This is an optimization exercise on Yosys and OpenROAD, whose aim is small area, a short achievable clock period and few clock cycles per item, not a production implementation.
At most, simulation tests tie the RTL to the original design; equivalence was not proved.
No activity file was given, so power comes from the tool's default toggle rates.

// yuv420_block_csc
module yuv420_block_csc (
    input  wire        clk,
    input  wire        rst,         
    input  wire        in_valid,
    output wire        in_ready,
    input  wire [31:0] in_y,        
    input  wire [7:0]  in_u,
    input  wire [7:0]  in_v,
    output wire        out_valid,
    input  wire        out_ready,
    output wire [95:0] out_rgb      
);
    reg        rdy;                 
    reg        a_valid;
    reg [47:0] a_d;                 
    reg        s_valid;
    reg [47:0] s_d;                 
    reg        p_valid;
    reg [31:0] p_y;
    reg [7:0]  p_dr, p_dg, p_db;    
    reg        p_pr, p_pg, p_pb;    
    reg        b_valid;
    reg        b_idle;              
    reg [95:0] b_rgb;
    wire p_x = !p_valid || b_idle;
    wire a_x = !a_valid || p_x;
    wire [7:0] b_en;
    wire [3:0] p_en;
    wire [2:0] a_en;
    genvar k;
    generate
        for (k = 0; k < 8; k = k + 1) begin : g_ben
            csc_en u_en (.a(b_idle), .b(out_ready), .y(b_en[k]));
        end
        for (k = 0; k < 4; k = k + 1) begin : g_pen
            csc_en u_en (.a(p_x), .b(out_ready), .y(p_en[k]));
        end
        for (k = 0; k < 3; k = k + 1) begin : g_aen
            csc_en u_en (.a(a_x), .b(out_ready), .y(a_en[k]));
        end
    endgenerate
    wire b_go = b_idle || out_ready;
    wire p_go = !p_valid || b_go;
    wire a_go = !a_valid || p_go;
    wire acc  = in_valid && !s_valid;    
    assign in_ready  = rdy;
    assign out_valid = b_valid;
    assign out_rgb   = b_rgb;
    wire s_valid_n = s_valid ? !a_go : (acc && !a_go);
    wire [47:0] in_d = {in_v, in_u, in_y};
    wire [47:0] a_nx = s_valid ? s_d : in_d;
    always @(posedge clk) begin
        if (!s_valid)
            s_d <= in_d;
        if (a_en[0]) a_d[15:0]  <= a_nx[15:0];
        if (a_en[1]) a_d[31:16] <= a_nx[31:16];
  ...
Size in the first run: ~1200 cells after synthesis, ~16000 sq um of cells after synthesis.
==> module csc_clamp, before the edit <==
module csc_clamp (
    input  wire [7:0] s,
    input  wire keep,
    input  wire hi,
    output wire [7:0] q
);
    assign q = (s & {8{keep}}) | {8{hi}};
endmodule
==> module csc_chan, before the edit <==
module csc_chan (
    input  wire [7:0] y,
    input  wire [7:0] d,
    input  wire p,
    output wire [7:0] q
);
    wire n1;
    wire n2;
    wire n3;
    wire n4;
    wire n5;
    wire n6;
    wire n7;
    wire n8;
    wire n9;
    wire n10;
    wire n11;
    wire n12;
    wire n13;
    wire n14;
    wire n15;
    wire n16;
    wire keep, hi;
    csc_ha u1 (.a(y[0]), .b(d[0]), .s(n1), .co(n2));
    csc_fa u2 (.a(y[1]), .b(d[1]), .c(n2), .s(n3), .co(n4));
    csc_fa u3 (.a(y[2]), .b(d[2]), .c(n4), .s(n5), .co(n6));
    csc_fa u4 (.a(y[3]), .b(d[3]), .c(n6), .s(n7), .co(n8));
    csc_fa u5 (.a(y[4]), .b(d[4]), .c(n8), .s(n9), .co(n10));
    csc_fa u6 (.a(y[5]), .b(d[5]), .c(n10), .s(n11), .co(n12));
    csc_fa u7 (.a(y[6]), .b(d[6]), .c(n12), .s(n13), .co(n14));
    csc_fa u8 (.a(y[7]), .b(d[7]), .c(n14), .s(n15), .co(n16));
    csc_keephi u9 (.c(n16), .p(p), .keep(keep), .hi(hi));
    csc_clamp u10 (.s({n15, n13, n11, n9, n7, n5, n3, n1}), .keep(keep), .hi(hi), .q(q));
endmodule
==> module yuv420_block_csc, before the edit <==
module yuv420_block_csc (
    input  wire        clk,
    input  wire        rst,         
    input  wire        in_valid,
    output wire        in_ready,
    input  wire [31:0] in_y,        
    input  wire [7:0]  in_u,
    input  wire [7:0]  in_v,
    output wire        out_valid,
    input  wire        out_ready,
    output wire [95:0] out_rgb      
);
    reg        rdy;                 
    reg        a_valid;
    reg [47:0] a_d;                 
    reg        s_valid;
    reg [47:0] s_d;                 
    reg        p_valid;
    reg [31:0] p_y;
    reg [7:0]  p_dr, p_dg, p_db;    
    reg        p_pr, p_pg, p_pb;    
    reg        b_valid;
    reg        b_idle;              
    reg [95:0] b_rgb;
    wire p_x = !p_valid || b_idle;
    wire a_x = !a_valid || p_x;
    wire [7:0] b_en;
    wire [3:0] p_en;
    wire [2:0] a_en;
    genvar k;
    generate
        for (k = 0; k < 8; k = k + 1) begin : g_ben
            csc_en u_en (.a(b_idle), .b(out_ready), .y(b_en[k]));
        end
        for (k = 0; k < 4; k = k + 1) begin : g_pen
            csc_en u_en (.a(p_x), .b(out_ready), .y(p_en[k]));
        end
        for (k = 0; k < 3; k = k + 1) begin : g_aen
            csc_en u_en (.a(a_x), .b(out_ready), .y(a_en[k]));
        end
    endgenerate
    wire b_go = b_idle || out_ready;
    wire p_go = !p_valid || b_go;
    wire a_go = !a_valid || p_go;
    wire acc  = in_valid && !s_valid;    
    assign in_ready  = rdy;
    assign out_valid = b_valid;
    assign out_rgb   = b_rgb;
    wire s_valid_n = s_valid ? !a_go : (acc && !a_go);
    wire [47:0] in_d = {in_v, in_u, in_y};
    wire [47:0] a_nx = s_valid ? s_d : in_d;
    always @(posedge clk) begin
        if (!s_valid)
            s_d <= in_d;
        if (a_en[0]) a_d[15:0]  <= a_nx[15:0];
        if (a_en[1]) a_d[31:16] <= a_nx[31:16];
        if (a_en[2]) a_d[47:32] <= a_nx[47:32];
    end
    always @(posedge clk) begin
        if (rst) begin
            rdy     <= 1'b1;
            s_valid <= 1'b0;
            a_valid <= 1'b0;
            p_valid <= 1'b0;
            b_valid <= 1'b0;
            b_idle  <= 1'b1;
        end else begin
            rdy     <= !s_valid_n;
            s_valid <= s_valid_n;
            if (a_go) a_valid <= s_valid || acc;
            if (p_go) p_valid <= a_valid;
            if (b_go) begin
                b_valid <= p_valid;
                b_idle  <= !p_valid;
            end
        end
    end
    wire [7:0] dr, dg, db;
    wire       pr, pg, pb;
    csc_chroma u_chroma (
        .u(a_d[39:32]), .v(a_d[47:40]),
        .dr(dr), .pr(pr), .dg(dg), .pg(pg), .db(db), .pb(pb)
    );
    always @(posedge clk) begin
        if (p_en[0]) begin
            p_y[15:0] <= a_d[15:0];
        end
        if (p_en[1]) begin
            p_y[31:16] <= a_d[31:16];
        end
        if (p_en[2]) begin
            p_dr <= dr;
            p_pr <= pr;
            p_dg <= dg;
            p_pg <= pg;
        end
        if (p_en[3]) begin
            p_db <= db;
            p_pb <= pb;
        end
    end
    wire [95:0] rgb;
    generate
        for (k = 0; k < 4; k = k + 1) begin : g_pix
            csc_chan u_r (.y(p_y[8*k +: 8]), .d(p_dr), .p(p_pr), .q(rgb[24*k + 16 +: 8]));
            csc_chan u_g (.y(p_y[8*k +: 8]), .d(p_dg), .p(p_pg), .q(rgb[24*k + 8  +: 8]));
            csc_chan u_b (.y(p_y[8*k +: 8]), .d(p_db), .p(p_pb), .q(rgb[24*k      +: 8]));
        end
        for (k = 0; k < 8; k = k + 1) begin : g_b
            always @(posedge clk) begin
                if (b_en[k])
                    b_rgb[12*k +: 12] <= rgb[12*k +: 12];
            end
        end
    endgenerate
endmodule
clock: 22.0 ns
lec_check: 0
cap_margin: 20
core_margin: 2
core_utilization: 65
slew_margin: 20
synth_hierarchical: 1
standard.sh (not shown) runs the stock make flow with config.mk's settings and CLKGATE_MAP_FILE= SYNTH_SCRIPT=/design/flow/synth_recipe.tcl, a recipe that flattens the netlist after the stock synthesis.
==> flow/flow/run.sh <==
#!/bin/bash
# Layout flow: the standard ORFS flow with two changes: the port buffers
# are sky130_fd_sc_hd__buf_1 cells instead of the delay cell buffer_ports picks by
# itself, and clock tree synthesis uses clkbuf_4/clkbuf_8 cells, clusters of up
# to 30 sinks and no dummy loads.
set -euo pipefail
cd "$(dirname "$0")/.."
export BUFFER_PORTS_ARGS="-buffer_cell sky130_fd_sc_hd__buf_1"
export CTS_ARGS="-sink_clustering_enable -repair_clock_nets -dont_use_dummy_load -buf_list {sky130_fd_sc_hd__clkbuf_4 sky130_fd_sc_hd__clkbuf_8} -sink_clustering_size 30"
bash standard.sh > flow_standard.log 2>&1 || { tail -50 flow_standard.log; exit 1; }
tail -5 flow_standard.log
Change:
--- a/flow/design.v
+++ b/flow/design.v
@@ -695,16 +695,20 @@
 module csc_clamp (
     input  wire [7:0] s,
     input  wire keep,
     input  wire hi,
+    input  wire en,
+    input  wire [7:0] q0,
     output wire [7:0] q
 );
-    assign q = (s & {8{keep}}) | {8{hi}};
+    assign q = en ? ((s & {8{keep}}) | {8{hi}}) : q0;
 endmodule
 module csc_chan (
     input  wire [7:0] y,
     input  wire [7:0] d,
     input  wire p,
+    input  wire en,
+    input  wire [7:0] q0,
     output wire [7:0] q
 );
     wire n1;
     wire n2;
@@ -731,9 +735,9 @@
     csc_fa u6 (.a(y[5]), .b(d[5]), .c(n10), .s(n11), .co(n12));
     csc_fa u7 (.a(y[6]), .b(d[6]), .c(n12), .s(n13), .co(n14));
     csc_fa u8 (.a(y[7]), .b(d[7]), .c(n14), .s(n15), .co(n16));
     csc_keephi u9 (.c(n16), .p(p), .keep(keep), .hi(hi));
-    csc_clamp u10 (.s({n15, n13, n11, n9, n7, n5, n3, n1}), .keep(keep), .hi(hi), .q(q));
+    csc_clamp u10 (.s({n15, n13, n11, n9, n7, n5, n3, n1}), .keep(keep), .hi(hi), .en(en), .q0(q0), .q(q));
 endmodule
 module yuv420_block_csc (
     input  wire        clk,
     input  wire        rst,         
@@ -837,19 +841,17 @@
     end
     wire [95:0] rgb;
     generate
         for (k = 0; k < 4; k = k + 1) begin : g_pix
-            csc_chan u_r (.y(p_y[8*k +: 8]), .d(p_dr), .p(p_pr), .q(rgb[24*k + 16 +: 8]));
-            csc_chan u_g (.y(p_y[8*k +: 8]), .d(p_dg), .p(p_pg), .q(rgb[24*k + 8  +: 8]));
-            csc_chan u_b (.y(p_y[8*k +: 8]), .d(p_db), .p(p_pb), .q(rgb[24*k      +: 8]));
-        end
-        for (k = 0; k < 8; k = k + 1) begin : g_b
-            always @(posedge clk) begin
-                if (b_en[k])
-                    b_rgb[12*k +: 12] <= rgb[12*k +: 12];
-            end
+            csc_chan u_r (.y(p_y[8*k +: 8]), .d(p_dr), .p(p_pr), .en(b_en[(3*k + 0) * 2 / 3]), .q0(b_rgb[24*k + 16 +: 8]), .q(rgb[24*k + 16 +: 8]));
+            csc_chan u_g (.y(p_y[8*k +: 8]), .d(p_dg), .p(p_pg), .en(b_en[(3*k + 1) * 2 / 3]), .q0(b_rgb[24*k + 8  +: 8]), .q(rgb[24*k + 8  +: 8]));
+            csc_chan u_b (.y(p_y[8*k +: 8]), .d(p_db), .p(p_pb), .en(b_en[(3*k + 2) * 2 / 3]), .q0(b_rgb[24*k      +: 8]), .q(rgb[24*k      +: 8]));
         end
     endgenerate
+    always @(posedge clk)
+        b_rgb <= rgb;
+    generate
+    endgenerate
 endmodule
 module csc_en (input wire a, input wire b, output wire y);
     assign y = a | b;
 endmodule
The changed run finished with timing, DRC and antenna clean.
Power rises by 1.1%.
Non-clock buffer count drops by 5.
Clock power barely changes.
Setup slack gets worse by 460 ps.
Count of clock-buffer cells in the layout stays the same.
Testbench counts after the change, summed over its fixed seeds: cycles 16,024, items 16,000.
For the first run of this note, only the layout was checked, not whether the RTL still works.

-- what the ideal ports hide --
The flow's constraints put no driver on any port. The routed layouts listed below were extracted and timed again, unchanged, in two steps. Step 1: set_driving_cell puts a clkbuf_16 on clk and a buf_2 on each other input, an assumption about the parent block. Step 2 also shifts input and output timing later by t, the mid clock arrival at the registers, as if the neighbouring blocks saw the same clock. a / b / c = ideal / step 1 / step 2; a / b = the first two.
| run | shift t [ns] | setup WS [ns] | clock arrival spread, ns | worst data-port slew with drivers (ns) | pins driven straight from the clock port |
|---|---|---|---|---|---|
| the first run | 0.561 | 16.462 / 16.416 / 16.025 | 0.068 / 0.068 | 0.06 | 1 |
| the second run | 0.553 | 16.005 / 16.015 / 15.462 | 0.096 / 0.096 | 0.04 | 1 |
After both steps every run listed still meets setup and hold. The setup slack of the second run, which loses most, moves by +0.010 ns with the drivers and by -0.543 ns with both steps.
